Source: an optimization exercise on an open RTL-to-GDS flow (aim: small area). Production flows keep margins and buffers that such runs may drop.
Only simulation tests tie the RTL to the original design; equivalence was not proved.
Power figures rest on the tool's default switching activity, not on a simulated workload.

==> flow/design.v <==
module tcpu_core (
    input  wire        clk,
    input  wire        rst,
    output reg         mem_req,
    output reg         mem_we,
    output reg  [15:0] mem_addr,
    output reg  [7:0]  mem_wdata,
    input  wire        mem_gnt,
    input  wire        mem_rvalid,
    input  wire [7:0]  mem_rdata,
    input  wire        ev_post,
    input  wire [2:0]  ev_kind,
    input  wire [15:0] ev_payload,
    output reg         disk_req,
    output reg         disk_drive,
    output reg         disk_write,
    output reg  [15:0] disk_maddr,
    output reg  [15:0] disk_daddr,
    output wire        halted,
    output wire        waiting,
    output reg  [1:0]  halt_cause,
    input  wire [3:0]  dbg_sel,
    output reg  [15:0] dbg_data
);
    localparam [3:0] S_OP   = 4'd0,    
                     S_OB   = 4'd1,    
                     S_IMMA = 4'd2,    
                     S_IMMB = 4'd3,    
                     S_OFF  = 4'd4,    
                     S_EXEC = 4'd5,    
                     S_MRD  = 4'd6,    
                     S_MWR  = 4'd7,    
                     S_WAIT = 4'd8,    
                     S_HALT = 4'd9;    
    localparam [1:0] HC_NONE = 2'd0, HC_HALT = 2'd1, HC_BADOP = 2'd2, HC_BADDST = 2'd3;
    reg  [3:0]  state;
    reg  [15:0] ip;         
    reg  [15:0] cur;        
    reg  [7:0]  op;
    reg  [7:0]  ob;
    reg  [15:0] imm_a;
    reg  [15:0] imm_b;
    reg  [15:0] off;
    reg         bidx;       
    reg         pend;       
    reg  [7:0]  mlo;        
    reg  [15:0] x [0:7];    
    reg  [2:0]  ev_k;
    reg  [15:0] ev_p;
    wire [3:0] rcls = mem_rdata[7:4];
    wire [3:0] rsub = mem_rdata[3:0];
    reg        rd_legal;
    always @* begin
        case (rcls)
            4'h0:    rd_legal = (rsub <= 4'd4);
            4'h1:    rd_legal = (rsub <= 4'd7);
            4'h2:    rd_legal = (rsub <= 4'd5);
            4'h3:    rd_legal = (rsub[1:0] != 2'd3);
            4'h4:    rd_legal = (rsub <= 4'd5);
            4'h5:    rd_legal = (rsub[3:2] == 2'd0);
            default: rd_legal = 1'b0;
        endcase
    end
    wire [3:0] cls = op[7:4];
    wire [3:0] sub = op[3:0];
    wire is_alu   = (cls == 4'h1);
    wire is_not   = (op == 8'h20);
    wire is_neg   = (op == 8'h21);
    wire is_pop   = (op == 8'h22);
    wire is_push  = (op == 8'h23);
    wire is_jmp   = (op == 8'h24);
    wire is_call  = (op == 8'h25);
    wire is_mem   = (cls == 4'h3);
    wire is_load  = is_mem & ~op[3];
    wire is_store = is_mem &  op[3];
    wire is_jcc   = (cls == 4'h4);
    wire is_disk  = (cls == 4'h5);
    wire is_ret   = (op == 8'h01);
    wire is_halt  = (op == 8'h02);
    wire is_wait  = (op == 8'h03);
    wire is_poll  = (op == 8'h04);
    wire a_dst = is_alu | is_not | is_neg | is_pop | is_load;
    wire a_src = is_store | is_jcc | is_disk;
    wire b_src = is_alu | is_push | is_jmp | is_call | is_mem | is_jcc | is_disk;
    wire [3:0] ca  = ob[7:4];
    wire [3:0] cb  = ob[3:0];
    wire [7:0] obx = (state == S_OB) ? mem_rdata : ob;
    wire [3:0] cax = obx[7:4];
    wire [3:0] cbx = obx[3:0];
    wire [1:0] len_a   = !a_src ? 2'd0 : (cax == 4'd13) ? 2'd1 : (cax == 4'd14) ? 2'd2 : 2'd0;
    wire [1:0] len_b   = !b_src ? 2'd0 : (cbx == 4'd13) ? 2'd1 : (cbx == 4'd14) ? 2'd2 : 2'd0;
    wire [1:0] len_off = is_mem ? op[1:0] : 2'd0;
    wire [3:0] next_after_a = (len_b   != 2'd0) ? S_IMMB :
                              (len_off != 2'd0) ? S_OFF  : S_EXEC;
    wire [3:0] next_after_b = (len_off != 2'd0) ? S_OFF  : S_EXEC;
    wire [3:0] next_after_o = S_EXEC;
    wire [3:0] next_after_ob = (len_a != 2'd0) ? S_IMMA : next_after_a;
    reg [15:0] va, vb;
    always @* begin
        case (ca)
            4'd0, 4'd1, 4'd2, 4'd3, 4'd4, 4'd5, 4'd6, 4'd7: va = x[ca[2:0]];
            4'd8:  va = 16'h0000;
            4'd9:  va = 16'h0001;
            4'd10: va = 16'h0002;
            4'd11: va = 16'h0003;
            4'd12: va = 16'h0004;
            4'd13: va = imm_a;
            4'd14: va = imm_a;
            default: va = 16'hFFFF;
        endcase
        case (cb)
            4'd0, 4'd1, 4'd2, 4'd3, 4'd4, 4'd5, 4'd6, 4'd7: vb = x[cb[2:0]];
            4'd8:  vb = 16'h0000;
            4'd9:  vb = 16'h0001;
            4'd10: vb = 16'h0002;
            4'd11: vb = 16'h0003;
            4'd12: vb = 16'h0004;
            4'd13: vb = imm_b;
            4'd14: vb = imm_b;
            default: vb = 16'hFFFF;
        endcase
    end
    wire [15:0] xa = x[ca[2:0]];      
    wire [15:0] sp = x[7];
    reg [15:0] alu;
    always @* begin
        case (sub[2:0])
            3'd0: alu = xa + vb;
            3'd1: alu = xa - vb;
            3'd2: alu = xa ^ vb;
            3'd3: alu = xa & vb;
            3'd4: alu = xa | vb;
            3'd5: alu = (vb >= 16'd16) ? 16'h0000 : (xa << vb[3:0]);
            3'd6: alu = (vb >= 16'd16) ? 16'h0000 : (xa >> vb[3:0]);
            default: begin
                if ($signed(xa) > $signed(vb))      alu = 16'h0001;
                else if ($signed(xa) < $signed(vb)) alu = 16'hFFFF;
                else                                alu = 16'h0000;
            end
        endcase
    end
    wire t_eq = (va == 16'h0000);
    wire t_gt = (va == 16'h0001);
    wire t_lt = (va == 16'hFFFF);
    reg  taken;
    always @* begin
        case (sub[2:0])
            3'd0: taken = t_eq;
            3'd1: taken = ~t_eq;
            3'd2: taken = t_lt;
            3'd3: taken = t_gt;
            3'd4: taken = t_lt | t_eq;
            default: taken = t_gt | t_eq;
        endcase
    end
    wire        is_stack_rd = is_pop | is_ret;
    wire        is_stack_wr = is_push | is_call;
    wire [15:0] ea     = (is_store ? va : vb) + off;
    wire [15:0] mbase  = is_stack_rd ? (sp + 16'd2) :
                         is_stack_wr ? sp : ea;
    wire        mword  = is_stack_rd | is_stack_wr | op[2];
    wire [15:0] wval   = is_call ? cur : vb;
    wire [15:0] maddr  = mbase + {15'd0, bidx};
    wire [15:0] ld_val = mword ? {mem_rdata, mlo} : {8'h00, mem_rdata};
    always @* begin
        mem_req   = 1'b0;
        mem_we    = 1'b0;
        mem_addr  = cur;
        mem_wdata = 8'h00;
        case (state)
            S_OP, S_OB, S_IMMA, S_IMMB, S_OFF: begin
                mem_req  = ~pend;
                mem_addr = cur;
            end
            S_MRD: begin
                mem_req  = ~pend;
                mem_addr = maddr;
            end
            S_MWR: begin
                mem_req   = 1'b1;
                mem_we    = 1'b1;
                mem_addr  = maddr;
                mem_wdata = bidx ? wval[15:8] : wval[7:0];
            end
            default: ;
        endcase
    end
    always @* begin
        disk_req   = (state == S_EXEC) & is_disk;
        disk_drive = op[0];
        disk_write = op[1];
        disk_maddr = va;
        disk_daddr = vb;
    end
    assign halted  = (state == S_HALT);
    assign waiting = (state == S_WAIT);
    always @* begin
        case (dbg_sel)
            4'd0, 4'd1, 4'd2, 4'd3, 4'd4, 4'd5, 4'd6, 4'd7: dbg_data = x[dbg_sel[2:0]];
            4'd8:    dbg_data = ip;
            default: dbg_data = 16'h0000;
        endcase
    end
    wire rd_done = pend & mem_rvalid;
    wire consume = ((state == S_EXEC) & (is_poll | (is_wait & (ev_k != 3'd0)))) |
                   ((state == S_WAIT) & (ev_k != 3'd0));
    integer i;
    always @(posedge clk) begin
        if (rst) begin
            state      <= S_OP;
            ip         <= 16'h0000;
            cur        <= 16'h0000;
            op         <= 8'h00;
            ob         <= 8'h00;
            imm_a      <= 16'h0000;
            imm_b      <= 16'h0000;
            off        <= 16'h0000;
            bidx       <= 1'b0;
            pend       <= 1'b0;
            mlo        <= 8'h00;
            halt_cause <= HC_NONE;
            ev_k       <= 3'd0;
            ev_p       <= 16'h0000;
            for (i = 0; i < 8; i = i + 1)
                x[i] <= 16'h0000;
        end else begin
            if (mem_req & ~mem_we & mem_gnt)
                pend <= 1'b1;
            if (rd_done)
                pend <= 1'b0;
            case (state)
                S_OP: if (rd_done) begin
                    op <= mem_rdata;
                    if (!rd_legal) begin
                        state      <= S_HALT;
                        halt_cause <= HC_BADOP;
                    end else begin
                        cur   <= cur + 16'd1;
                        state <= (rcls == 4'h0) ? S_EXEC : S_OB;
                    end
                end
                S_OB: if (rd_done) begin
                    ob    <= mem_rdata;
                    imm_a <= 16'h0000;
                    imm_b <= 16'h0000;
                    off   <= 16'h0000;
                    bidx  <= 1'b0;
                    if (a_dst && cax[3]) begin
                        state      <= S_HALT;
                        halt_cause <= HC_BADDST;
                    end else begin
                        cur   <= cur + 16'd1;
                        state <= next_after_ob;
                    end
                end
                S_IMMA: if (rd_done) begin
                    cur <= cur + 16'd1;
                    if (bidx) imm_a[15:8] <= mem_rdata;
                    else      imm_a[7:0]  <= mem_rdata;
                    if ({1'b0, bidx} + 2'd1 == len_a) begin
                        bidx  <= 1'b0;
                        state <= next_after_a;
                    end else
                        bidx <= 1'b1;
                end
                S_IMMB: if (rd_done) begin
                    cur <= cur + 16'd1;
                    if (bidx) imm_b[15:8] <= mem_rdata;
                    else      imm_b[7:0]  <= mem_rdata;
                    if ({1'b0, bidx} + 2'd1 == len_b) begin
                        bidx  <= 1'b0;
                        state <= next_after_b;
                    end else
                        bidx <= 1'b1;
                end
                S_OFF: if (rd_done) begin
                    cur <= cur + 16'd1;
                    if (bidx) off[15:8] <= mem_rdata;
                    else      off[7:0]  <= mem_rdata;
                    if ({1'b0, bidx} + 2'd1 == len_off) begin
                        bidx  <= 1'b0;
                        state <= next_after_o;
                    end else
                        bidx <= 1'b1;
                end
                S_EXEC: begin
                    ip    <= cur;
                    state <= S_OP;
                    bidx  <= 1'b0;
                    if (is_alu)
                        x[ca[2:0]] <= alu;
                    else if (is_not)
                        x[ca[2:0]] <= ~xa;
                    else if (is_neg)
                        x[ca[2:0]] <= 16'h0000 - xa;
                    else if (is_jmp) begin
                        ip  <= vb;
                        cur <= vb;
                    end else if (is_jcc) begin
                        if (taken) begin
                            ip  <= vb;
                            cur <= vb;
                        end
                    end else if (is_load | is_stack_rd) begin
                        ip    <= ip;
                        state <= S_MRD;
                    end else if (is_store | is_stack_wr) begin
                        ip    <= ip;
                        state <= S_MWR;
                    end else if (is_halt) begin
                        state      <= S_HALT;
                        halt_cause <= HC_HALT;
                    end else if (is_wait & (ev_k == 3'd0))
                        state <= S_WAIT;
                end
                S_MRD: if (rd_done) begin
                    if (!bidx && mword) begin
                        mlo  <= mem_rdata;
                        bidx <= 1'b1;
                    end else begin
                        bidx  <= 1'b0;
                        state <= S_OP;
                        ip    <= cur;
                        if (is_ret) begin
                            x[7] <= sp + 16'd2;
                            ip   <= ld_val;
                            cur  <= ld_val;
                        end else if (is_pop) begin
                            x[7]       <= sp + 16'd2;
                            x[ca[2:0]] <= ld_val;    
                        end else
                            x[ca[2:0]] <= ld_val;
                    end
                end
                S_MWR: if (mem_gnt) begin
                    if (!bidx && mword)
                        bidx <= 1'b1;
                    else begin
                        bidx  <= 1'b0;
                        state <= S_OP;
                        ip    <= cur;
                        if (is_stack_wr)
                            x[7] <= sp - 16'd2;
                        if (is_call) begin
                            ip  <= vb;
                            cur <= vb;
                        end
                    end
                end
                S_WAIT: if (ev_k != 3'd0)
                    state <= S_OP;
                default: ;    
            endcase
            if (consume) begin
                x[0] <= {13'd0, ev_k};
                x[1] <= ev_p;
                ev_k <= 3'd0;
                ev_p <= 16'h0000;
            end
            if (ev_post) begin
                ev_k <= ev_kind;
                ev_p <= ev_payload;
            end
        end
    end
endmodule
==> flow/run.sh <==
#!/bin/bash
# synth_recipe.tcl (not shown) runs the flow's synth.tcl, then flattens the netlist and writes it again
# the make line also repeats each setting of config.mk as NAME=value (left out here)
make -C /OpenROAD-flow-scripts/flow DESIGN_CONFIG=/design/flow/config.mk WORK_HOME=/design/flow/orfs CLKGATE_MAP_FILE= SYNTH_SCRIPT=/design/flow/synth_recipe.tcl finish
==> flow/config.mk <==
export PLATFORM = sky130hd
export DESIGN_NAME = tcpu_core
export DESIGN_NICKNAME = tcpu_core
export VERILOG_FILES = /design/flow/design.v
export SDC_FILE = /design/flow/constraint.sdc
export NUM_CORES = 4
export LEC_CHECK = 0
export CAP_MARGIN = 20
export CORE_MARGIN = 2
export CORE_UTILIZATION = 30
export PLACE_DENSITY = 0.45
export SLEW_MARGIN = 20
==> flow/constraint.sdc <==
create_clock -name core_clock -period 10.0 [get_ports {clk}]
set_input_delay 2.0000 -clock core_clock [delete_from_list [all_inputs] [get_ports {clk}]]
set_output_delay 2.0000 -clock core_clock [all_outputs]
set_load 0.01 [all_outputs]
==> impl_results.md <==
- Sequential area share after synthesis: 0.281
- Nets: 2,990
- Critical Path Start Type: register
- #FFs+latches synth: 265
- Max_slew headroom: 0.229
- Switching power: 2.14 mW
- Clock-pin slew on the worst setup and hold paths: 0.06 ns
- Cell Chain, Critical Path: nor2b_1, a22oi_1, o21ai_2, clkinv_1, a21oi_1, ha_1, nor2b_1, o21a_1, o311ai_0, a21boi_0, o21a_1, o31ai_1, nor2b_1, nand4_1, or4_1, a31oi_1, clkdlybuf4s50_1
- F_max: 112 MHz
- # rows: 102
- GRT overflow: 0
- GP Congestion: 0.982
- Final ANT Viol Nets: 0
- Finished Cell Area: 26,700 um2
- Setup bufs post-CTS: 0
- Hold Crit Class: register to register
- DRT iter0 DRCs: around 3.2k
- Final setup viols: 0
- Port Buffers: 116
- Fin Setup TNS: 0 ns
- First-pass GRT wire length: 182,000 um
- CP Buf/Inv Count: 2
- Tot GR Track Use: 0.312
- Post-synth top flop: dfxtp_1
- Actual slew at the worst max-slew pin: 1.16 ns
- Top Ports: approximately 120
- Hold buffers post-CTS: 0
- Final hold violations: 0
- Classification of the worst setup path: register to primary output
- Final wirelength: approximately 130,000 um
- Util after Layout: 0.346
- DR WL/cell: 32.7 um
- Clock power share: 0.266
- Total number of vias: ~25k
- CTS HTree Levels: 2
- Pleak: 9.12 nW
- DRC: 0
- CP max stage cell: dfxtp_1
- Post-synth EDFFs: between 100 and 150
- Clk latency of the worst-skew pair: approximately 0.56 ns
- Worst reg2reg setup slack: 2.86 ns
- Post-synthesis cell area: roughly 23,000 um2
- Die Area: 80,300 um2
- Num CTS Buffers: 34
- Final min period: approximately 9 ns
- Asr flop ratio synth: 0
- WP data arrival: 6.97 ns
- Synth warn: 1
- Largest net degree at the start of global routing: 65
- Resized cells post-CTS: 0
- Sw frac: 0.454
- Reg power frac: 0.276
- Final period utilization: 0.897
- Max_cap viols: 0
- Clk Tree Root Cell: clkbuf_16
- Syn Area/Cell: 8.15 um2
- Post-Route Skew: 0.0176 ns
- Core box area: 77,300 um2
- Max IR drop VDD: roughly 100 uV
- Delay-heaviest family, CP: compound AO/OA/AOI/OAI gates
- Status: complete, no violations
- Total power: around 4.7 mW
- DIE HEIGHT: 283 um
- Share of cells above drive strength 1: 0.107
- Post-DR vias/cell: 6.28
- Min setup slack post-route: 1.03 ns
- Max stage delay on crit path: 0.88 ns
- Hold path start: imm_a[13]
- Gate Count Post-Synth: 2,873
- CTS tree: done
- Initial antenna violation count: 15
- Initial DRT Pass Iterations: 8
- Most used cell, CP: nor2b_1
- Worst-path fanout max: 13
- Pre-CTS WS: 1.62 ns
- Placed Area: 25,600 um2
- Area growth, synth to finish: 14.2%
- Synth cell types: 104
- Initial core utilization: 0.303
- Data required time at the worst endpoint: 8.00 ns
- Vias in the first global route: 23.5k
- Clk buf depth: 3
- Slew Limit Fails: 0
- Comb power frac: 0.457
- Post-detail-place hpwl: 96,100 um
- RSZ-0062 raised after global routing: false
- Syn Nets: ~3.0k
- CTS sink cnt: roughly 270
- Crit end category: primary output
- Internal power: approximately 2.6 mW
- Die Wd: 283 um
- Pwr dens: 176 nW/um2
## stage by stage
stage	std cells	hold WS [ns]
2_1_floorplan	2873	0.428
3_3_place_gp	3884	0.445
3_5_place_dp	3884	0.448
4_1_cts	3946	0.460
5_1_grt	3947	0.495
6_report	3949	0.459
## power by group through the flow
stage	logic [mW]	registers, mW	clock network [mW]
floorplan	1.18	1.26	0
global placement	2.09	1.32	0
detailed placement	2.08	1.32	0
CTS	2.09	1.30	1.27
global route	2.23	1.31	1.30
finish	2.16	1.30	1.26
## cell type report
type / count / area, um2
Clock buffer: 43 / 926
Inverter: 85 / 324
Clock inverter: 19 / 169
Fill cell: 8221 / 50600
Timing Repair Buffer: 211 / 1870
Antenna cell: 2 / 5.00
Tap cell: 1040 / 1300
Multi-Input combinational cell: 2284 / 15500
Sequential cell: 265 / 6590
## routing by layer
layer	up-vias	GRT usage	part of all wire
li1	10700	-	-
met1	12200	0.419	0.42
met2	1585	0.475	0.43
met3	292	0.0614	0.096
met4	4	0.159	0.058
met5	-	0	0.00021
## synthesized netlist by cell type, drive strengths merged, types with 7 or more instances
cell / number / area, um2
a311oi: 18 / 158
mux2i: 154 / 1550
nand4: 12 / 75.1
a21oi: 218 / 1090
o21ai: 167 / 836
nor2b: 22 / 138
a211oi: 42 / 320
or4: 9 / 71.3
clkbuf: 179 / 672
inv: 75 / 282
or3: 21 / 131
mux4: 78 / 1760
nor2: 384 / 1460
o31ai: 18 / 145
a31o: 8 / 70.1
clkinv: 10 / 42.5
dfxtp: 137 / 2740
a22o: 20 / 175
o22ai: 42 / 263
a221o: 17 / 170
nor3: 68 / 345
nand3: 84 / 425
a21o: 14 / 105
nor3b: 9 / 67.6
o221ai: 18 / 158
a2111oi: 15 / 164
buf: 60 / 393
ha: 71 / 888
o21bai: 7 / 52.6
o211ai: 28 / 210
a22oi: 41 / 308
and2: 23 / 144
xor2: 13 / 114
o21a: 16 / 120
nand2: 311 / 1170
edfxtp: 128 / 3840
mux2: 19 / 218
nor4: 43 / 275
nand2b: 30 / 188
a31oi: 31 / 209
and3: 41 / 257
xnor2: 54 / 473
a221oi: 20 / 194
## cells by family (layout without fill, tap and decap cells)
family                   Yosys count  in the layout  synth area share
AO/OA/AOI/OAI                    804            804             0.228
XOR/XNOR                          67             67            0.0251
adder cells (fa/ha/maj)           78             78            0.0418
buffers and inverters            324            358            0.0593
flip-flops                       265            265             0.281
multiplexers                     251            251             0.151
other                              0              2                 0
AND/OR/NAND/NOR                 1084           1084             0.213
## layout by cell type (no fill, tap or decap), types with 35 or more instances in the layout
cell type / n
xnor2_1: 54
dfxtp_1: 133
nor2_1: 378
nand3_1: 83
mux2i_1: 152
a211oi_1: 41
o21ai_0: 147
clkdlybuf4s50_1: 113
ha_1: 71
clkbuf_16: 35
mux4_2: 78
buf_4: 95
edfxtp_1: 128
nor4_1: 39
and3_1: 41
nor3_1: 66
a21oi_1: 214
inv_1: 70
nand2_1: 310
o22ai_1: 40
a22oi_1: 40
## registers in the layout (all words and copies together), names as in the netlist, named ones only
name        count
ob              8
off            16
imm_b          16
cur            16
imm_a          16
ip             16
ev_p           16
op              8
halt_cause      2
ev_k            3
pend            1
mlo             8
x             128
state           4
bidx            1
## worst paths after layout
kind	end	depth (start not counted)
worst max-delay path	mem_addr[14]	17
worst min-delay path	imm_a[13]	2
worst max register to register	x[7][8]	16
worst min register to register	imm_a[13]	2
## tightest hold or removal path, stage by stage, from the launching register on
cell,delay [ns]
dfxtp_1,0.31
nand2_1,0.05
a21oi_1,0.05

==> afterwards: timing with drivers on the ports <==
Ports are ideal in the flow. The routed layout listed here was re-timed in OpenROAD. Step 1 sets driving cells, clkbuf_16 on the clock port and buf_2 on the other inputs (assumed; they add their load-dependent delay and slew). Step 2 times the ports against the registers' clock, not the clock port: input delays grow and output delays shrink by t, the midpoint of the rising clock arrivals with the driver on. Slacks: no drivers / after step 1 / after step 2; pairs: no drivers / after step 1.
shift t [ns]: 0.619
setup slack, ns: 1.033 / 0.968 / 1.587
worst data-port slew with drivers (ns): 0.05
cell pins on the clock port's net: 1
After both steps this run still meets setup and hold. The setup slack of this run moves by -0.065 ns with the drivers and by +0.554 ns with both steps.
